Context: an optimization exercise on an open-source flow, tuned for small area. The choices shown serve that exercise and are no tape-out recipe.
Function was checked by simulation only, so behaviour that the tests miss may differ from the original.
Power is estimated from default activity; no workload was simulated.

==> flow/design.v <==
module vdl2_destuff (
    input  wire        clk,
    input  wire        rst,
    input  wire        bit_valid,
    input  wire        bit_in,
    input  wire        bit_first,
    input  wire        bit_last,
    output wire        app,          
    output wire        seg_start,    
    output wire [16:0] pos,          
    output reg  [16:0] cnt,          
    output reg         fresh,        
    output reg         pz,           
    output reg         oct_valid,
    output reg  [7:0]  oct_data,
    output reg         emit_valid,   
    output reg  [13:0] emit_idx,     
    output reg         abort_valid,
    output wire        abort_code    
);
    reg  [2:0] ones;      
    wire       v     = bit_valid & (bit_first | ~&ones);
    wire [2:0] o     = bit_first ? 3'd0 : ones;
    wire       pzs   = seg_start ? 1'b0 : pz;
    wire stuff_err = bit_in & (o == 3'd6);
    wire stuffed   = ~bit_in & (o == 3'd5);
    wire flag_end  = ~bit_in & (o == 3'd6);
    assign seg_start = bit_first | fresh;
    assign pos       = cnt;    
    assign app       = v & ~stuff_err & ~stuffed & ~flag_end;
    wire [16:0] cnt_n  = seg_start ? 17'd1 : cnt + 17'd1;
    wire [16:0] cnt_carry;
    wire [13:0] idx_carry;
    assign cnt_carry[0] = 1'b1;
    assign idx_carry[0] = 1'b1;
    genvar k;
    generate
        for (k = 1; k < 17; k = k + 1) begin : g_cc
            assign cnt_carry[k] = cnt_carry[k-1] & cnt[k-1];
        end
        for (k = 1; k < 14; k = k + 1) begin : g_ic
            assign idx_carry[k] = idx_carry[k-1] & emit_idx[k-1];
        end
        for (k = 0; k < 17; k = k + 1) begin : g_cnt
            always @(posedge clk)
                if (app & (seg_start | cnt_carry[k]))
                    cnt[k] <= (k == 0) ? (seg_start | ~cnt[k]) : (~seg_start & ~cnt[k]);
        end
        for (k = 0; k < 14; k = k + 1) begin : g_idx
            always @(posedge clk)
                if ((v & bit_first) | (emit_valid & idx_carry[k]))
                    emit_idx[k] <= ~(v & bit_first) & ~emit_idx[k];
        end
    endgenerate
    wire flag_ok    = (cnt[2:0] == {2'b11, pz});
    wire flag_frame = flag_ok & (cnt[16:3] != 14'd0);
    wire tail_ok    = app ? (cnt_n[2:0] == 3'd0) : (cnt[2:0] == 3'd0);
    wire tail_end   = bit_last & ~flag_end & ~stuff_err;
    assign abort_code = ~&ones | fresh;
    always @(posedge clk) begin
        if (v) begin
            ones  <= bit_in ? o + 3'd1 :
                     (flag_end & ~flag_ok) ? 3'd7 : 3'd0;
            fresh <= flag_end;
            if (~bit_in & (o < 3'd5))
                pz <= 1'b1;
            else if (stuffed)
                pz <= 1'b0;
            else
                pz <= pzs;
        end
        if (app) begin
            oct_data <= {bit_in, oct_data[7:1]};
        end
    end
    always @(posedge clk) begin
        if (rst) begin
            oct_valid   <= 1'b0;
            emit_valid  <= 1'b0;
            abort_valid <= 1'b0;
        end else begin
            oct_valid   <= app & ~seg_start & (cnt[2:0] == 3'd7);
            emit_valid  <= v & ((flag_end & flag_frame) | (tail_end & tail_ok));
            abort_valid <= v & (stuff_err | (flag_end & ~flag_ok) |
                                (tail_end & ~tail_ok));
        end
    end
endmodule
module vdl2_avlc (
    input  wire        clk,
    input  wire        app,          
    input  wire        bit_in,
    input  wire        seg_start,    
    input  wire [16:0] pos,          
    input  wire [16:0] cnt,          
    input  wire        flag,         
    input  wire        pz,           
    output wire [1:0]  status,       
    output wire [13:0] len,
    output wire [23:0] dst_id,
    output wire [2:0]  dst_type,
    output wire        dst_status,
    output wire [23:0] src_id,
    output wire [2:0]  src_type,
    output wire        src_status,
    output wire [1:0]  ctl_kind,     
    output wire [2:0]  ctl_ns,
    output wire [2:0]  ctl_nr,
    output wire        ctl_pf,
    output wire [1:0]  ctl_sfunc,
    output wire [7:0]  ctl_ufunc,
    output wire [1:0]  route,        
    output wire [1:0]  proto         
);
    localparam [15:0] CRC_GOOD  = 16'hF0B8;
    localparam [15:0] CRC_GOOD6 = 16'hD92F;   
    localparam [15:0] CRC_GOOD7 = 16'h4F85;   
    reg [15:0] crc;
    reg [63:0] hdr;    
    reg        sig;    
    wire [15:0] c = seg_start ? 16'hFFFF : crc;
    wire [15:0] x = {c[15:1], c[0] ^ bit_in};
    wire hdr_bit = ~seg_start & (((pos[16:6] == 11'd0) & (pos[2:0] != 3'd0)) |
                                 (pos[16:3] == 14'd8));
    wire sig_bit = ~seg_start & ((pos[16:3] == 14'd9) | (pos[16:3] == 14'd10) |
                                 (pos[16:3] == 14'd11));
    wire sig_exp = (pos[16:3] != 14'd11) | (pos[2:0] == 3'd0);
    always @(posedge clk) begin
        if (app) begin
            crc <= x[0] ? ((x >> 1) ^ 16'h8408) : (x >> 1);
            if (hdr_bit)
                hdr <= {hdr[62:0], bit_in};
            if (sig_bit)
                sig <= ((pos[16:3] == 14'd9) & (pos[2:0] == 3'd0) | sig) &
                       (bit_in == sig_exp);
        end
    end
    wire [15:0] good = !flag ? CRC_GOOD : pz ? CRC_GOOD7 : CRC_GOOD6;
    assign len    = cnt[16:3];
    assign status = (len < 14'd11) ? 2'd1 : (crc != good) ? 2'd2 : 2'd0;
    assign dst_status = hdr[63];
    assign dst_type   = hdr[62:60];
    assign dst_id     = hdr[59:36];
    assign src_status = hdr[35];
    assign src_type   = hdr[34:32];
    assign src_id     = hdr[31:8];
    wire [7:0] ctl;
    genvar k;
    generate
        for (k = 0; k < 8; k = k + 1) begin : g_ctl
            assign ctl[k] = hdr[7 - k];
        end
    endgenerate
    assign ctl_kind  = !ctl[0] ? 2'd0 : !ctl[1] ? 2'd1 : 2'd2;
    assign ctl_ns    = ctl[3:1];
    assign ctl_nr    = ctl[7:5];
    assign ctl_pf    = ctl[4];
    assign ctl_sfunc = ctl[3:2];
    assign ctl_ufunc = ctl & 8'hEC;
    wire acars_sig = (len >= 14'd14) & sig;
    assign route = (ctl_kind == 2'd0) ? (acars_sig ? 2'd0 : 2'd1) :
                   (ctl_kind == 2'd2 && ctl_ufunc == 8'hAC) ? 2'd2 : 2'd3;
    assign proto = (route == 2'd0) ? 2'd0 : (route == 2'd1) ? 2'd1 : 2'd2;
endmodule
module vdl2_frame_stage (
    input  wire        clk,
    input  wire        rst,
    input  wire        bit_valid,
    input  wire        bit_in,
    input  wire        bit_first,
    input  wire        bit_last,
    output wire        oct_valid,
    output wire [7:0]  oct_data,
    output wire        frm_valid,
    output wire [1:0]  frm_status,
    output wire [13:0] frm_len,
    output wire [13:0] frm_idx,
    output wire [23:0] dst_id,
    output wire [2:0]  dst_type,
    output wire        dst_status,
    output wire [23:0] src_id,
    output wire [2:0]  src_type,
    output wire        src_status,
    output wire [1:0]  ctl_kind,
    output wire [2:0]  ctl_ns,
    output wire [2:0]  ctl_nr,
    output wire        ctl_pf,
    output wire [1:0]  ctl_sfunc,
    output wire [7:0]  ctl_ufunc,
    output wire [1:0]  route,
    output wire [1:0]  proto,
    output wire        abort_valid,
    output wire        abort_code
);
    wire        app, seg_start, fresh, pz;
    wire [16:0] pos, cnt;
    vdl2_destuff u_destuff (
        .clk(clk), .rst(rst),
        .bit_valid(bit_valid), .bit_in(bit_in),
        .bit_first(bit_first), .bit_last(bit_last),
        .app(app), .seg_start(seg_start), .pos(pos), .cnt(cnt),
        .fresh(fresh), .pz(pz),
        .oct_valid(oct_valid), .oct_data(oct_data),
        .emit_valid(frm_valid), .emit_idx(frm_idx),
        .abort_valid(abort_valid), .abort_code(abort_code)
    );
    vdl2_avlc u_avlc (
        .clk(clk),
        .app(app), .bit_in(bit_in), .seg_start(seg_start),
        .pos(pos), .cnt(cnt), .flag(fresh), .pz(pz),
        .status(frm_status), .len(frm_len),
        .dst_id(dst_id), .dst_type(dst_type), .dst_status(dst_status),
        .src_id(src_id), .src_type(src_type), .src_status(src_status),
        .ctl_kind(ctl_kind), .ctl_ns(ctl_ns), .ctl_nr(ctl_nr), .ctl_pf(ctl_pf),
        .ctl_sfunc(ctl_sfunc), .ctl_ufunc(ctl_ufunc),
        .route(route), .proto(proto)
    );
endmodule
Settings: LEC_CHECK=0, CAP_MARGIN=20, CORE_MARGIN=2, CORE_UTILIZATION=70, SLEW_MARGIN=20; clock period 8.0 ns.
standard.sh (not shown) runs the stock make flow with config.mk's settings and CLKGATE_MAP_FILE= SYNTH_SCRIPT=/design/flow/synth_recipe.tcl, a recipe that flattens the netlist after the stock synthesis.
==> flow/flow/run.sh <==
#!/bin/bash
# Standard layout with two changes to how it is made: the port buffers are
# the smallest buffer cell instead of a delay buffer, and the clock tree
# uses small buffers without dummy loads.
set -euo pipefail
export BUFFER_PORTS_ARGS="-buffer_cell sky130_fd_sc_hd__buf_1"
export CTS_ARGS="-sink_clustering_enable -repair_clock_nets -buf_list sky130_fd_sc_hd__clkbuf_16 -root_buf sky130_fd_sc_hd__clkbuf_16 -sink_clustering_size 40 -sink_clustering_max_diameter 120 -dont_use_dummy_load"
bash standard.sh > standard.log 2>&1
Rerun with:
==> flow/flow/run.sh (replaced) <==
#!/bin/bash
# Standard layout with two changes to how it is made: the port buffers are
# the smallest buffer cell instead of a delay buffer, and the clock tree
# uses small buffers without dummy loads.
set -euo pipefail
export BUFFER_PORTS_ARGS="-buffer_cell sky130_fd_sc_hd__buf_1"
export CTS_ARGS="-sink_clustering_enable -repair_clock_nets -buf_list sky130_fd_sc_hd__clkbuf_8 -root_buf sky130_fd_sc_hd__clkbuf_8 -dont_use_dummy_load"
bash standard.sh > standard.log 2>&1
Outcome:
- The changed run ran to the end with no violations
- global-route usage drops by 2.4 points
- flip-flop and latch count is unchanged
- final cell count is unchanged
Rerun with:
==> flow/run.sh (new file) <==
#!/bin/bash
# synth_recipe.tcl (not shown) runs the flow's synth.tcl, then flattens the netlist and writes it again
# the make line also repeats each setting of config.mk as NAME=value (left out here)
make -C /OpenROAD-flow-scripts/flow DESIGN_CONFIG=/design/flow/config.mk WORK_HOME=/design/flow/orfs CLKGATE_MAP_FILE= SYNTH_SCRIPT=/design/flow/synth_recipe.tcl finish
--- a/flow/config.mk
+++ b/flow/config.mk
@@ -8,4 +8,5 @@
 export CAP_MARGIN = 20
 export CORE_MARGIN = 2
-export CORE_UTILIZATION = 70
+export CORE_UTILIZATION = 60
+export CTS_BUF_LIST = sky130_fd_sc_hd__clkbuf_4 sky130_fd_sc_hd__clkbuf_8
 export SLEW_MARGIN = 20
removed: flow/flow/run.sh
removed: flow/standard.sh
Effect:
- sequential share of layout area shrinks by 9.5 points
- global-route usage decreases by 1.6 points
- cell count goes up by about 4%
- routed wire length increases by 6.9%
- flip-flop and latch count is unchanged
- setup slack is worse by 0.31 ns
- via count hardly moves
Rerun with:
==> flow/flow/run.sh (new file) <==
#!/bin/bash
# Standard layout with two changes to how it is made: the port buffers are
# the smallest buffer cell instead of a delay buffer, and the clock tree
# uses small buffers without dummy loads.
set -euo pipefail
export BUFFER_PORTS_ARGS="-buffer_cell sky130_fd_sc_hd__buf_1"
export CTS_ARGS="-sink_clustering_enable -repair_clock_nets -buf_list sky130_fd_sc_hd__clkbuf_4 -root_buf sky130_fd_sc_hd__clkbuf_8 -dont_use_dummy_load"
bash standard.sh > standard.log 2>&1
==> flow/standard.sh (new file) <==
#!/bin/bash
# synth_recipe.tcl (not shown) runs the flow's synth.tcl, then flattens the netlist and writes it again
# the make line also repeats each setting of config.mk as NAME=value (left out here)
make -C /OpenROAD-flow-scripts/flow DESIGN_CONFIG=/design/flow/config.mk WORK_HOME=/design/flow/orfs CLKGATE_MAP_FILE= SYNTH_SCRIPT=/design/flow/synth_recipe.tcl "${@:-finish}"
==> flow/config.mk (replaced) <==
export PLATFORM = sky130hd
export DESIGN_NAME = vdl2_frame_stage
export DESIGN_NICKNAME = vdl2_frame_stage
export VERILOG_FILES = /design/flow/design.v
export SDC_FILE = /design/flow/constraint.sdc
export NUM_CORES = 4
export LEC_CHECK = 0
export CAP_MARGIN = 0
export CORE_MARGIN = 2
export CORE_UTILIZATION = 70
export SLEW_MARGIN = 0
removed: flow/run.sh
The new run finished with timing, DRC and antenna clean.
Synthesized cell count stays the same.
Sequential cell count does not change.
Sequential power stays flat.
Power fell by about 24%.
Design area went down by about 16%.
Via count hardly moves.
Routed wire length goes down by 7.4%.
Hold slack is worse by 0.023 ns.
Rerun with:
--- a/flow/config.mk
+++ b/flow/config.mk
@@ -6,6 +6,6 @@
 export NUM_CORES = 4
 export LEC_CHECK = 0
-export CAP_MARGIN = 0
+export CAP_MARGIN = 20
 export CORE_MARGIN = 2
-export CORE_UTILIZATION = 70
-export SLEW_MARGIN = 0
+export CORE_UTILIZATION = 60
+export SLEW_MARGIN = 20
Effect: Sequential power hardly moves; core utilization came out lower by 12 points; register-to-register slack gets better by 0.03 ns; combinational power stays flat; worst setup slack got worse by 0.021 ns; clock skew came out higher by 0.0064 ns; flip-flop and latch count stays the same; clock power barely changes.

Setup of run A:
vdl2_frame_stage, a different RTL version from the one above (not shown whole).
Size: ~350 cells after synthesis, ~130 I/O pins, about 4700 µm² of cells after synthesis.
==> flow/config.mk <==
export PLATFORM = sky130hd
export DESIGN_NAME = vdl2_frame_stage
export DESIGN_NICKNAME = vdl2_frame_stage
export VERILOG_FILES = /design/flow/design.v
export SDC_FILE = /design/flow/constraint.sdc
export NUM_CORES = 4
export LEC_CHECK = 0
export CAP_MARGIN = 20
export CORE_MARGIN = 2
export CORE_UTILIZATION = 78
export SLEW_MARGIN = 20
==> flow/constraint.sdc <==
create_clock -name core_clock -period 8.0 [get_ports {clk}]
set_input_delay 1.6000 -clock core_clock [delete_from_list [all_inputs] [get_ports {clk}]]
set_output_delay 1.6000 -clock core_clock [all_outputs]
set_load 0.01 [all_outputs]
==> flow/flow/run.sh <==
#!/bin/bash
# Standard layout with three changes to how it is made:
#  - after the standard synthesis, the combinational logic between the
#    (unchanged) registers is mapped again by ABC for area (flow/area.abc);
#  - the port buffers are the smallest buffer cell instead of a delay buffer;
#  - the clock tree uses small buffers and no dummy loads.
# Each tool's output goes to a log in this folder.
set -euo pipefail
HERE=$(pwd)
RES=$HERE/orfs/results/$FLOW_PLATFORM/vdl2_frame_stage/base
LIB=$FLOW_HOME/platforms/$FLOW_PLATFORM/lib/sky130_fd_sc_hd__tt_025C_1v80.lib
YOSYS=$FLOW_HOME/../tools/install/yosys/bin/yosys
export BUFFER_PORTS_ARGS="-buffer_cell sky130_fd_sc_hd__buf_1"
export CTS_ARGS="-sink_clustering_enable -repair_clock_nets -buf_list sky130_fd_sc_hd__clkbuf_4 -root_buf sky130_fd_sc_hd__clkbuf_8 -dont_use_dummy_load"

# 1. standard synthesis only
bash standard.sh "$RES/1_2_yosys.v" > standard_synth.log 2>&1

# cells the platform marks don't-use (config.mk: probe and lpflow cells)
DONT_USE=$(grep -oE 'cell *\( *"?sky130_fd_sc_hd__(lpflow_[a-z0-9_]+|probec?_p_8)' "$LIB" \
  | sed -E 's/.*(sky130_fd_sc_hd__)/\1/' | sort -u | sed 's/^/-dont_use /' | tr '\n' ' ')

# 2. remap the logic, keeping every register cell and its name
cp "$RES/1_2_yosys.v" "$HERE/1_2_yosys.standard.v"
cat > "$HERE/resyn.ys" <<EOY
read_liberty -ignore_miss_func $LIB
read_verilog -sv $HERE/1_2_yosys.standard.v
hierarchy -top $FLOW_TOP
setattr -mod -set keep_hierarchy 1 sky130_fd_sc_hd__edfxtp_1 sky130_fd_sc_hd__dfxtp_1
flatten
read_liberty -lib -overwrite -ignore_miss_func $LIB
hierarchy -top $FLOW_TOP
rename -hide w:*.*
opt_clean
opt -fast
abc -script $HERE/flow/area.abc -liberty $LIB $DONT_USE
setundef -zero
splitnets
opt_clean -purge
hilomap -singleton -hicell sky130_fd_sc_hd__conb_1 HI -locell sky130_fd_sc_hd__conb_1 LO
insbuf -buf sky130_fd_sc_hd__buf_1 A X
opt_clean -purge
check -assert
stat -liberty $LIB
write_verilog -noattr -noexpr -nohex -nodec $HERE/1_2_yosys.resyn.v
EOY
"$YOSYS" -s "$HERE/resyn.ys" > resyn.log 2>&1
cp "$HERE/1_2_yosys.resyn.v" "$RES/1_2_yosys.v"
touch "$RES/1_2_yosys.v"

# 3. the rest of the standard layout from the remapped netlist
bash standard.sh > standard.log 2>&1
==> flow/flow/area.abc <==
&get -n
&st
&dch -f
&nf -R 1000
&put
Run A finished every stage and its layout cleared the timing, design-rule and antenna checks.
Modified inputs, run B compared to run A
Settings: changing CORE_UTILIZATION from 78 to 70.
## What came out
- Summary of run B over run A: data arrival time at the worst-slack endpoint shrank by 0.22 ns, wire length the detailed router placed on met1 went down.
- Total placed cells including tap cells: run B vs run A up 2
- Compared with run A, in run B power consumption now sits lower; die area now sits higher.
--- input diff run B..run C ---
Settings: swapping 70 for 85 in CORE_UTILIZATION.
==> run summary <==
- Of run B and run C, only run C fails to reach the end of the flow.
- Run status, run C: aborted in 3_5_place_dp, error DPL-0033
- The die width of run C is lower than that of run B.
- The lower starting utilization of the core area of run B and run C is in run B.
- Diff run C..run B | synthesized cell count | unchanged
- Re placed wire-length estimate: run B was lower than run C.
- As of run C, final estimated routing congestion in global placement had risen by a little under 10% compared to run B.
- Re die span in y: run C is 7.5 µm down on run B.
Modified inputs, run D compared to run C
Settings: CORE_UTILIZATION: 85 -> 70.
==> flow/flow/run.sh <==
#!/bin/bash
# Standard layout with two changes to how it is made: the port buffers are
# the smallest buffer cell instead of a delay buffer, and the clock tree
# uses small buffers without dummy loads.
set -euo pipefail
export BUFFER_PORTS_ARGS="-buffer_cell sky130_fd_sc_hd__buf_1"
export CTS_ARGS="-sink_clustering_enable -repair_clock_nets -buf_list sky130_fd_sc_hd__clkbuf_4 -root_buf sky130_fd_sc_hd__clkbuf_8 -dont_use_dummy_load"
bash standard.sh > standard.log 2>&1
removed: flow/flow/area.abc
--- outcome ---
Run D went all the way through the flow, and no timing, DRC or antenna check failed. Summary of run D over run C: x dimension of the die increased by 14% relative to the old numbers; effective utilization at floorplan went down 16 points. Run C -> run D: vertical die dimension increased by more than 10%. Run C → run D: cell area after synthesis up about 8%; floorplan row count up 4; synthesized netlist cell count flat.

## what the ideal ports hide
How much do the figures lean on ideal ports? The routed layouts below were timed once more, with nothing changed but the port constraints.
Step 1, drivers: a clkbuf_16 drives clk and a buf_2 each remaining input, both assumed.
Step 2, shift: input delay + t, output delay - t, t = (earliest + latest rising clock arrival at the registers) / 2. This alone moves slack from input paths to output paths.
Slacks: ideal ports / drivers / drivers and shift; pairs: ideal ports / drivers.
run	shift t [ns]	setup slack, ns	slew at the worst register clock pin (ns)	worst slew at a driven data input, ns	cell pins on the clock port's net
the first run of note 1	0.424	3.609 / 3.614 / 3.190	0.06 / 0.06	0.03	1
the second run of note 1	0.430	3.681 / 3.685 / 3.255	0.07 / 0.07	0.03	1
the third run of note 1	0.441	3.374 / 3.379 / 2.938	0.07 / 0.07	0.04	1
the fourth run of note 1	0.406	3.663 / 3.666 / 3.260	0.11 / 0.11	0.03	1
the fifth run of note 1	0.407	3.641 / 3.648 / 3.241	0.12 / 0.12	0.04	1
run A	0.420	3.095 / 3.097 / 2.677	0.10 / 0.10	0.03	1
run B	0.416	3.288 / 3.296 / 2.880	0.10 / 0.10	0.03	1
run D	0.405	2.446 / 2.448 / 2.042	0.11 / 0.11	0.04	1
After both steps setup and hold are still met in every run listed. The setup slack of the third run of note 1, which loses most, moves by +0.005 ns with the drivers and by -0.436 ns with both steps.
